What follows belongs to an exercise in optimizing a design on an open flow for small area, a short achievable clock period and few clock cycles; a production flow would make more cautious choices. Function was checked by simulation only, so behaviour that the tests miss may differ from the original. Power is estimated from default activity; no workload was simulated.

File: flow/config.mk
export PLATFORM = sky130hd
export DESIGN_NAME = p1_exu
export DESIGN_NICKNAME = p1_exu
export VERILOG_FILES = /design/flow/design.v
export SDC_FILE = /design/flow/constraint.sdc
export NUM_CORES = 4
export LEC_CHECK = 0
export CAP_MARGIN = 20
export CORE_MARGIN = 2
export CORE_UTILIZATION = 40
export SLEW_MARGIN = 20
File: flow/constraint.sdc
create_clock -name core_clock -period 6.0 [get_ports {clk}]
set_input_delay 1.2000 -clock core_clock [delete_from_list [all_inputs] [get_ports {clk}]]
set_output_delay 1.2000 -clock core_clock [all_outputs]
set_load 0.01 [all_outputs]
File: flow/design.v
module p1_exu (
    input  wire        clk,
    input  wire        rst,         
    input  wire        in_valid,
    output wire        in_ready,
    input  wire [7:0]  in_op,
    input  wire [63:0] in_a,
    input  wire [63:0] in_b,
    input  wire [63:0] in_c,
    output reg         out_valid,
    output reg  [63:0] out_res,
    output reg  [63:0] out_rem,
    output reg  [1:0]  out_fault
);
    localparam [7:0] OP_ADD  = 8'h20, OP_ADDU = 8'h21, OP_SUB  = 8'h22, OP_SUBU = 8'h23,
                     OP_MUL  = 8'h24, OP_MULU = 8'h25,
                     OP_AND  = 8'h30, OP_OR   = 8'h31, OP_XOR  = 8'h32,
                     OP_SHL  = 8'h33, OP_SHR  = 8'h34,
                     OP_CMP  = 8'h40, OP_CMPU = 8'h41,
                     OP_NOT  = 8'h84,
                     OP_DIV  = 8'hC0, OP_DIVU = 8'hC1, OP_MSKR = 8'hC5;
    localparam [1:0] F_NONE = 2'd0, F_DIV0 = 2'd1, F_DIVOVF = 2'd2;
    localparam [63:0] CR_LT = 64'h8000_0000_0000_0000;
    localparam [63:0] CR_GT = 64'h4000_0000_0000_0000;
    localparam [63:0] CR_EQ = 64'h2000_0000_0000_0000;
    localparam [1:0] S_IDLE = 2'd0, S_MUL = 2'd1, S_DIV = 2'd2, S_FIX = 2'd3;
    reg  [1:0]  state;
    reg  [6:0]  step;
    reg  [63:0] m_acc;
    reg  [63:0] m_cand;
    reg  [63:0] m_plier;
    reg  [63:0] d_quo;       
    reg  [63:0] d_rem;
    reg  [63:0] d_dvsr;
    reg         d_negq;
    reg         d_negr;
    assign in_ready = (state == S_IDLE);
    wire accept = in_valid && in_ready;
    wire        lt_s = $signed(in_a) < $signed(in_b);
    wire        lt_u = in_a < in_b;
    wire        eq   = in_a == in_b;
    wire        big_shift = |in_b[63:6];
    reg  [63:0] alu_res;
    always @(*) begin
        case (in_op)
            OP_ADD, OP_ADDU: alu_res = in_a + in_b;
            OP_SUB, OP_SUBU: alu_res = in_a - in_b;
            OP_AND:          alu_res = in_a & in_b;
            OP_OR:           alu_res = in_a | in_b;
            OP_XOR:          alu_res = in_a ^ in_b;
            OP_SHL:          alu_res = big_shift ? 64'd0 : in_a << in_b[5:0];
            OP_SHR:          alu_res = big_shift ? 64'd0 : in_a >> in_b[5:0];
            OP_CMP:          alu_res = eq ? CR_EQ : (lt_s ? CR_LT : CR_GT);
            OP_CMPU:         alu_res = eq ? CR_EQ : (lt_u ? CR_LT : CR_GT);
            OP_NOT:          alu_res = ~in_a;
            OP_MSKR:         alu_res = (in_a & ~in_b) | (in_c & in_b);
            default:         alu_res = 64'd0;
        endcase
    end
    wire        is_div  = (in_op == OP_DIV) || (in_op == OP_DIVU);
    wire        is_mul  = (in_op == OP_MUL) || (in_op == OP_MULU);
    wire        div_s   = (in_op == OP_DIV);
    wire        div0    = (in_b == 64'd0);
    wire        div_ovf = div_s && (in_a == 64'h8000_0000_0000_0000) && (in_b == {64{1'b1}});
    wire [63:0] abs_a   = (div_s && in_a[63]) ? -in_a : in_a;
    wire [63:0] abs_b   = (div_s && in_b[63]) ? -in_b : in_b;
    wire [64:0] d_trial = {d_rem, d_quo[63]} - {1'b0, d_dvsr};
    wire        d_ge    = !d_trial[64];
    always @(posedge clk) begin
        if (rst) begin
            state     <= S_IDLE;
            step      <= 7'd0;
            out_valid <= 1'b0;
        end else begin
            out_valid <= 1'b0;
            case (state)
                S_IDLE: begin
                    if (accept) begin
                        if (is_mul) begin
                            m_acc   <= 64'd0;
                            m_cand  <= in_a;
                            m_plier <= in_b;
                            step    <= 7'd0;
                            state   <= S_MUL;
                        end else if (is_div) begin
                            if (div0 || div_ovf) begin
                                out_valid <= 1'b1;
                                out_fault <= div0 ? F_DIV0 : F_DIVOVF;
                                out_res   <= 64'd0;
                                out_rem   <= 64'd0;
                            end else begin
                                d_quo  <= abs_a;
                                d_rem  <= 64'd0;
                                d_dvsr <= abs_b;
                                d_negq <= div_s && (in_a[63] ^ in_b[63]);
                                d_negr <= div_s && in_a[63];
                                step   <= 7'd0;
                                state  <= S_DIV;
                            end
                        end else begin
                            out_valid <= 1'b1;
                            out_fault <= F_NONE;
                            out_res   <= alu_res;
                            out_rem   <= 64'd0;
                        end
                    end
                end
                S_MUL: begin
                    if (m_plier[0])
                        m_acc <= m_acc + m_cand;
                    m_cand  <= m_cand << 1;
                    m_plier <= m_plier >> 1;
                    step    <= step + 7'd1;
                    if (step == 7'd63) begin
                        state     <= S_IDLE;
                        out_valid <= 1'b1;
                        out_fault <= F_NONE;
                        out_res   <= m_plier[0] ? m_acc + m_cand : m_acc;
                        out_rem   <= 64'd0;
                    end
                end
                S_DIV: begin
                    d_quo <= {d_quo[62:0], d_ge};
                    d_rem <= d_ge ? d_trial[63:0] : {d_rem[62:0], d_quo[63]};
                    step  <= step + 7'd1;
                    if (step == 7'd63)
                        state <= S_FIX;
                end
                S_FIX: begin
                    state     <= S_IDLE;
                    out_valid <= 1'b1;
                    out_fault <= F_NONE;
                    out_res   <= d_negq ? -d_quo : d_quo;
                    out_rem   <= d_negr ? -d_rem : d_rem;
                end
            endcase
        end
    end
endmodule
File: flow/run.sh
#!/bin/bash
# synth_recipe.tcl (not shown) runs the flow's synth.tcl, then flattens the netlist and writes it again
# the make line also repeats each setting of config.mk as NAME=value (left out here)
make -C /OpenROAD-flow-scripts/flow DESIGN_CONFIG=/design/flow/config.mk WORK_HOME=/design/flow/orfs CLKGATE_MAP_FILE= SYNTH_SCRIPT=/design/flow/synth_recipe.tcl finish
==> reports/metrics.yaml <==
outcome:
  status: "finished clean"
sta:
  finalHoldViolations: 0
  setup_tns_ns: 0
  worst_pin_slew_ns: 1.27
  min_period_ns: 5.60
  slew_viol_final: 0
  period_share_pct: 93.3
  skew_ns: 0.0399
  finalSetupViolCount: 0
  max_freq_mhz: 179
  slew_headroom_pct: 14.5
  rsz0062_at_grt: "no"
clocking:
  cts_tree: "done"
  post_cts.repair.setup_buffers: 0
  clkTransAtPathRegs_ns: 0.06
  cts_root_buf: "clkbuf_16"
  clkLatencyLatePin_ns: 0.71
  post_cts_resized: 0
  numCtsBuffers: 68
  htree_levels: 3
  ctsHoldBuffers: 0
  cts_buffer_depth: 3
  cts_sinks: 526
cells_and_area:
  fillers: 13400
  area.growth.synth_to_final_pct: 21.1
  layout-drive-gt1-share_pct: 14.5
  final_util_pct: 48.7
  postLayoutCellArea_sq_um: 66700
  layout.nets: 7732
synth:
  ys_ff_latch: 526
  yosysSeqAreaShare_pct: 28.5
  synth_top_area_share_pct: 28.1
  synth.area.top_cells: "edfxtp_1, ha_1, o21ai_0, a21oi_1, nand2_1"
  synth_cell_types: 94
  ys_warn_count: 1
  syn_avg_cell_area_sq_um: 8.28
  async_flop_share_pct: 0
  synth_top_flop_cell: "edfxtp_1"
  synth_commonest_cells: "nand2_1, o21ai_0, a21oi_1"
  synthCells: 6658
  syn-num-nets: 7196
  synth_edf_count: 516
  syn-cell-area_sq_um: 55100
  yosysMostFrequentCell: "nand2_1"
  yosysTopAreaCell: "edfxtp_1"
routing:
  drt_iter0_drc: 7046
  drc: 0
  wire_per_inst_microns: 33.3
  wl_microns: 302000
  ant_nets: 0
  num_vias: 58200
  drt-vias-per-instance: 6.43
  drt-pass1-iter-count: 6
setup_path:
  crit_arrival_ns: 6.09
  cpPeakStageDelay_ns: 0.70
  criticalPathCategory: "in -> reg"
  start_kind: "input pin"
  crit_fanout: 7
  cp_slowest_cell: "clkdlybuf4s50_1"
  path_cells: "clkdlybuf4s50_1 > inv_1 > ha_1 > nor4_1 > nand2_1 > or2_2 > or3_1 > a211oi_1 > nor3_1 > buf_4 > a211oi_1 > o21ai_0 > a311oi_1 > a21oi_1 > o21ai_0"
  required_ns: 6.49
  critical_path.endpoint_type: "flip-flop"
pwr:
  total_power_w: 0.0137
  p_leak_nw: 25.5
  vdd_drop_max_mv: 0.215
  powerDensity_nw_per_um2: 206
placement:
  hpwl_microns: 246000
  port_buffers: 334
  routabilityCongestion: 1.06
  place_area_sq_um: 64300
die:
  ios: 335
  die_h_microns: 375
  start_util_pct: 40.2
  coreArea_sq_um: 137000
  num_rows: 136
  fp.dieW_microns: 375
  die-area_sq_um: 141000
global_routing:
  use_met2_pct: 62.6
  antenna_found_initial: 55
  grt_max_degree: 137
  grtUsageMet3_pct: 10.7
  grt_pass1_vias: 54800
  grt_pass1_wl_microns: 417000
  grt.busiest_layer: "met2"
  track_usage_pct: 41.4
  grt_overflow: 0
  use_met1_pct: 51.0
worst_hold_path:
  worstHoldPathType: "reg -> reg"
flow_run:
  max-cap-violations: 0
-- flip-flops by register name, indices dropped and copies added (netlist names), 64 cells and up --
| signal | flops |
|---|---|
| d_dvsr | 64 |
| d_quo | 64 |
| d_rem | 64 |
| m_acc | 64 |
| m_cand | 64 |
| m_plier | 64 |
| out_rem | 64 |
| out_res | 64 |
-- worst max-delay path, delay by kind of cell --
family / cells / cell delay [ns]
buffers and inverters: 3 / 1.16
AO/OA/AOI/OAI: 6 / 1.71
adder cells (fa/ha/maj): 1 / 0.46
AND/OR/NAND/NOR: 5 / 1.55
-- path summary, 6_finish.rpt --
check / startpoint / to / slack [ns] / cells after the start
worst min register to register: step[1]$_SDFFE_PP0P_ / step[1]$_SDFFE_PP0P_ / 0.48 / 2
worst max register to register: m_cand[0]$_SDFFCE_PP0P_ / out_res[58]$_DFFE_PP_ / 1.15 / 16
worst max-delay path: in_a[34] / out_res[60]$_DFFE_PP_ / 0.40 / 15
worst min-delay path: step[1]$_SDFFE_PP0P_ / step[1]$_SDFFE_PP0P_ / 0.48 / 2
-- where the power goes --
part,internal (W),leakage [nW],total (W),switching [W]
logic,0.00171,19.5,0.00469,0.00298
registers,0.00444,4.85,0.00456,0.000118
clock network,0.00257,1.13,0.00450,0.00193
total,0.00872,25.5,0.0137,0.00502
-- area by class of cell --
| cell class | instances | area [sq um] | share of cell area, % |
|---|---|---|---|
| Multi-Input combinational cell | 5301 | 36600 | 54.8 |
| Inverter | 315 | 1190 | 1.79 |
| Clock inverter | 45 | 634 | 0.951 |
| Clock buffer | 78 | 1740 | 2.61 |
| Sequential cell | 526 | 15700 | 23.5 |
| Tap cell | 1794 | 2240 | 3.36 |
| Timing Repair Buffer | 982 | 8630 | 12.9 |
| Antenna cell | 17 | 42.5 | 0.0638 |
-- cells in the final DEF (no fill, tap or decap), types with 67 or more instances in the layout --
| cell type | Yosys | final |
|---|---|---|
| nand2_1 | 743 | 740 |
| o21ai_0 | 682 | 682 |
| buf_4 | 1 | 617 |
| a21oi_1 | 575 | 573 |
| edfxtp_1 | 516 | 516 |
| nor2_1 | 451 | 443 |
| clkdlybuf4s50_1 | 0 | 328 |
| ha_1 | 331 | 327 |
| inv_1 | 309 | 306 |
| xnor2_1 | 306 | 306 |
| mux2i_1 | 265 | 264 |
| a21o_1 | 109 | 109 |
| nand3_1 | 107 | 105 |
| mux4_2 | 103 | 103 |
| nand4_1 | 101 | 101 |
| o31ai_1 | 96 | 96 |
| o22ai_1 | 90 | 90 |
| nor3_1 | 93 | 89 |
| and2_1 | 87 | 86 |
| a221oi_1 | 76 | 75 |
| a31oi_1 | 74 | 73 |
| clkbuf_16 | 0 | 68 |
| a211oi_1 | 67 | 67 |
-- cells by family after synthesis --
family | Yosys count | synth area share, %
compound gates | 2228 | 25.4
simple gates | 1945 | 16.6
buf+inv | 831 | 5.75
flops | 526 | 28.5
mux | 431 | 10.3
xor+xnor | 362 | 5.75
fa+ha+maj | 335 | 7.66
-- metrics by stage --
| step | cells | worst slack [ns] | hold WS [ns] |
|---|---|---|---|
| 2_1_floorplan | 6658 | -2.06 | 0.449 |
| 3_3_place_gp | 8918 | -0.0873 | 0.462 |
| 3_5_place_dp | 8918 | -0.161 | 0.470 |
| 4_1_cts | 9041 | 0.560 | 0.477 |
| 5_1_grt | 9046 | 0.443 | 0.517 |
| 6_report | 9058 | 0.402 | 0.476 |
-- layer usage --
| metal | vias up | routed length [microns] |
|---|---|---|
| met2 | 3262 | 130000 |
| met5 | - | 308 |
| met1 | 28200 | 116000 |
| met3 | 751 | 29700 |
| li1 | 25900 | - |
| met4 | 48 | 25700 |
Testbench counts, summed over its fixed seeds: cycles 41,930.

==> what the ideal ports hide <==
In the flow no input, the clock included, has a driving cell. The finished layout below was timed again as built, in two steps. Step 1 assumes that a clkbuf_16 drives the clock port and a buf_2 every other input. Step 2 moves the port delays by t, midway between the first and last clock arrival at a register: inputs arrive t later, outputs are due t later. That takes back most of the time a late clock gives input paths. Slacks: ideal ports / drivers / drivers and shift; pairs: ideal ports / drivers.
shift t [ns]: 0.776
slack for setup (ns): 0.402 / 0.331 / -0.444
hold slack, ns: 0.476 / 0.476 / 0.476
worst setup path at the end: input to register
clock arrival spread, ns: 0.049 / 0.049
Met with ideal ports but missed after step 2: setup timing in this run. For this run, drivers alone change the setup slack by -0.071 ns; drivers and shift together by -0.846 ns.
